This design comes from an exercise in tuning for small area, a short achievable clock period and few clock cycles per item on the open sky130 flow, not from production work. At most, simulation tests tie the RTL to the original design; equivalence was not proved. No activity file was given, so power comes from the tool's default toggle rates.

== run 1 ==
## ssvm
module ssvm (
    input  wire        clk,
    input  wire        rst_n,
    input  wire        start,
    input  wire        stop,
    input  wire [15:0] sample_rate,
    input  wire [63:0] prog_len,       
    input  wire [3:0]  active,
    input  wire        req,
    output wire        ready,
    output reg         sample_valid,
    output reg  [15:0] sample_out,
    output reg         run,
    output wire [3:0]  halted,
    output wire [11:0] fault_code,     
    output wire [63:0] fault_pc,       
    output reg         mem_req,
    output reg  [26:0] mem_addr,       
    input  wire        mem_ack,
    input  wire [15:0] mem_rdata
);
For scale: about 230 I/O pins.
clock: 10.0 ns
lec_check: 0
cap_margin: 0
core_margin: 2
core_utilization: 40
place_density: 0.6
setup_slack_margin: 5
slew_margin: 0
run.sh (not shown) runs the stock make flow with config.mk's settings and CLKGATE_MAP_FILE= SYNTH_SCRIPT=/design/flow/synth_recipe.tcl, a recipe that flattens the netlist after the stock synthesis.
Run 1 was carried through to the last stage, and its layout satisfied the timing, DRC and antenna checks.
Testbench counts of run 1, summed over its fixed seeds: cycles 75,770, samples 72,000.
Modified inputs, run 2 compared to run 1
Settings: CAP_MARGIN changed from 0 to 20; SLEW_MARGIN changed from 0 to 20.
Results
Layout overhead on the synthesized area (higher): run 2
Proportion of power drawn by the clock network was higher in the run labelled run 2.
Compared with run 1, in run 2 pin slew with the least headroom to its limit moved down; met3 wire length moved up; combined area of the multi-input logic cells level; final instance area level.
Time the final worst path needs with I/O delays and setup was higher in run 1 than in run 2.
In terms of routed wire length, run 1 and run 2 differ only marginally.
Diff run 2..run 1 | horizontal die dimension | unchanged
Post-layout net count of run 2 is on par with run 1.
Inputs modified between run 2 and run 3:
Settings: putting CTS_BUF_LIST at sky130_fd_sc_hd__clkbuf_8 sky130_fd_sc_hd__clkbuf_16 where nothing was set; putting CTS_CLUSTER_DIAMETER at 60 where nothing was set; putting CTS_CLUSTER_SIZE at 18 where nothing was set.
--- outcome ---
Final wirelength delta for run 3 relative to run 2: about 0.8% lower. Cmp run 2 and run 3 / core utilization of the finished layout / higher: run 2. Number of antenna diodes (run 3 over run 2): decrease, 1. Relative to run 2, sequential share of layout area has gone up in run 3. Comparing the two runs side by side, run 3 comes out ahead of run 2 on total power. Run 3 vs run 2: static power due to leakage down. The cell area of run 3 falls short of that of run 2 by 970 sq um.


Setup of run a:
Another version of the RTL of ssvm (not shown whole).
Size: ~6100 cells after synthesis, ~1100 flip-flops, roughly 230 I/O pins, ~64000 sq um of cells after synthesis.
## ssvm
module ssvm (
    input  wire        clk,
    input  wire        rst_n,
    input  wire        start,
    input  wire        stop,
    input  wire [15:0] sample_rate,
    input  wire [63:0] prog_len,       
    input  wire [3:0]  active,
    input  wire        req,
    output wire        ready,
    output reg         sample_valid,
    output reg  [15:0] sample_out,
    output reg         run,
    output wire [3:0]  halted,
    output wire [11:0] fault_code,     
    output wire [63:0] fault_pc,       
    output reg         mem_req,
    output reg  [26:0] mem_addr,       
    input  wire        mem_ack,
    input  wire [15:0] mem_rdata
);
export LEC_CHECK = 0
export CAP_MARGIN = 20
export CORE_MARGIN = 2
export CORE_UTILIZATION = 60
export PLACE_DENSITY = 0.75
export SETUP_SLACK_MARGIN = 5
export SLEW_MARGIN = 20
create_clock -name core_clock -period 10.0 [get_ports {clk}]
Testbench counts of run a, summed over its fixed seeds: cycles 75,976, samples 72,000.
> inputs changed (run a -> run b)
- PLACE_DENSITY changed from 0.75 to 0.6
- CORE_UTILIZATION changed from 60 to 40
==> comparison <==
In summary, run b completed successfully, with a layout that passed the timing, DRC and antenna checks. Critical path required time (higher): run b. Compare run b and run a | maximum number of pins on one net before global-route repair higher: run a. Worst-skew pair later-pin latency ended up 0.02 ns higher on run b than on run a. Taking run b over run a, the met3 routed wirelength ratio works out to 0.836. Run b consumes less power than run a does. Of the two candidates, run a has the better first-pass GRT wire length and run b the worse one. The portion of the clock cycle consumed by the worst path in the final layout of run b falls short of that of run a by 0.99 points. Changes observed in run b relative to run a: overall die height went up by 73 um; worst voltage drop across the vdd grid went down by about 12%; clock network power share went down by 0.4 points.


Setup of the baseline:
ssvm, a different RTL version from the one above (not shown whole).
Size: about 6100 cells after synthesis, ~65000 um^2 of cells after synthesis.
export LEC_CHECK = 0
export CAP_MARGIN = 20
export CORE_MARGIN = 2
export CORE_UTILIZATION = 40
export PLACE_DENSITY = 0.6
export SETUP_SLACK_MARGIN = 5
export SLEW_MARGIN = 20
create_clock -name core_clock -period 10.0 [get_ports {clk}]
The baseline | stages: all done | timing, DRC, antenna: all pass
[inputs] the candidate vs the baseline
- removing SETUP_SLACK_MARGIN (formerly 5)
## What came out
- For the candidate, the category of the critical setup timing path was register to register, unlike the baseline, where it was input pin to register.
- Going from the baseline to the candidate, final-layout fill cell count rose by about 2%; share of power burned in combinational logic -2.5 points; overall track demand over capacity in global routing -0.79 points; length of routed met2 wiring went down.
- | relative contribution of the clock network to total power | the candidate vs the baseline | 1.3 points higher |
- Where wire length is concerned, the baseline is outperformed by the candidate.
- Looking at end point of the critical path, the pc_r[1][7] result is from the baseline; the pen_pos[1][7] one comes from the candidate.
Function was not checked in any run of this note: the RTL went through the layout flow alone.

port drivers added, routing unchanged:
No port has a modelled driver above. Below, the same layouts with a new extraction and two added sets of constraints. Step 1 assumes that a clkbuf_16 drives the clock port and a buf_2 every other input. Step 2 times the ports against the registers' clock, not the clock port: input delays grow and output delays shrink by t, the midpoint of the rising clock arrivals with the driver on. Slacks: no drivers / after step 1 / after step 2; pairs: no drivers / after step 1.
run	t (ns)	slack for setup (ns)	worst slew at a driven data input, ns	cell pins on the clock port's net
run 1	0.840	4.820 / 4.820 / 4.082	0.15	1
run 2	0.839	5.007 / 5.011 / 4.226	0.16	1
run 3	0.801	4.967 / 4.989 / 4.219	0.16	1
run a	0.808	4.523 / 4.523 / 4.045	0.05	1
run b	0.835	4.622 / 4.622 / 4.023	0.07	1
the baseline	0.837	5.008 / 5.057 / 4.235	0.12	1
the candidate	0.825	3.137 / 3.137 / 3.137	0.11	1
After both steps setup and hold are still met in every run listed. For run 2, which loses most, drivers alone change the setup slack by +0.004 ns; drivers and shift together by -0.781 ns.
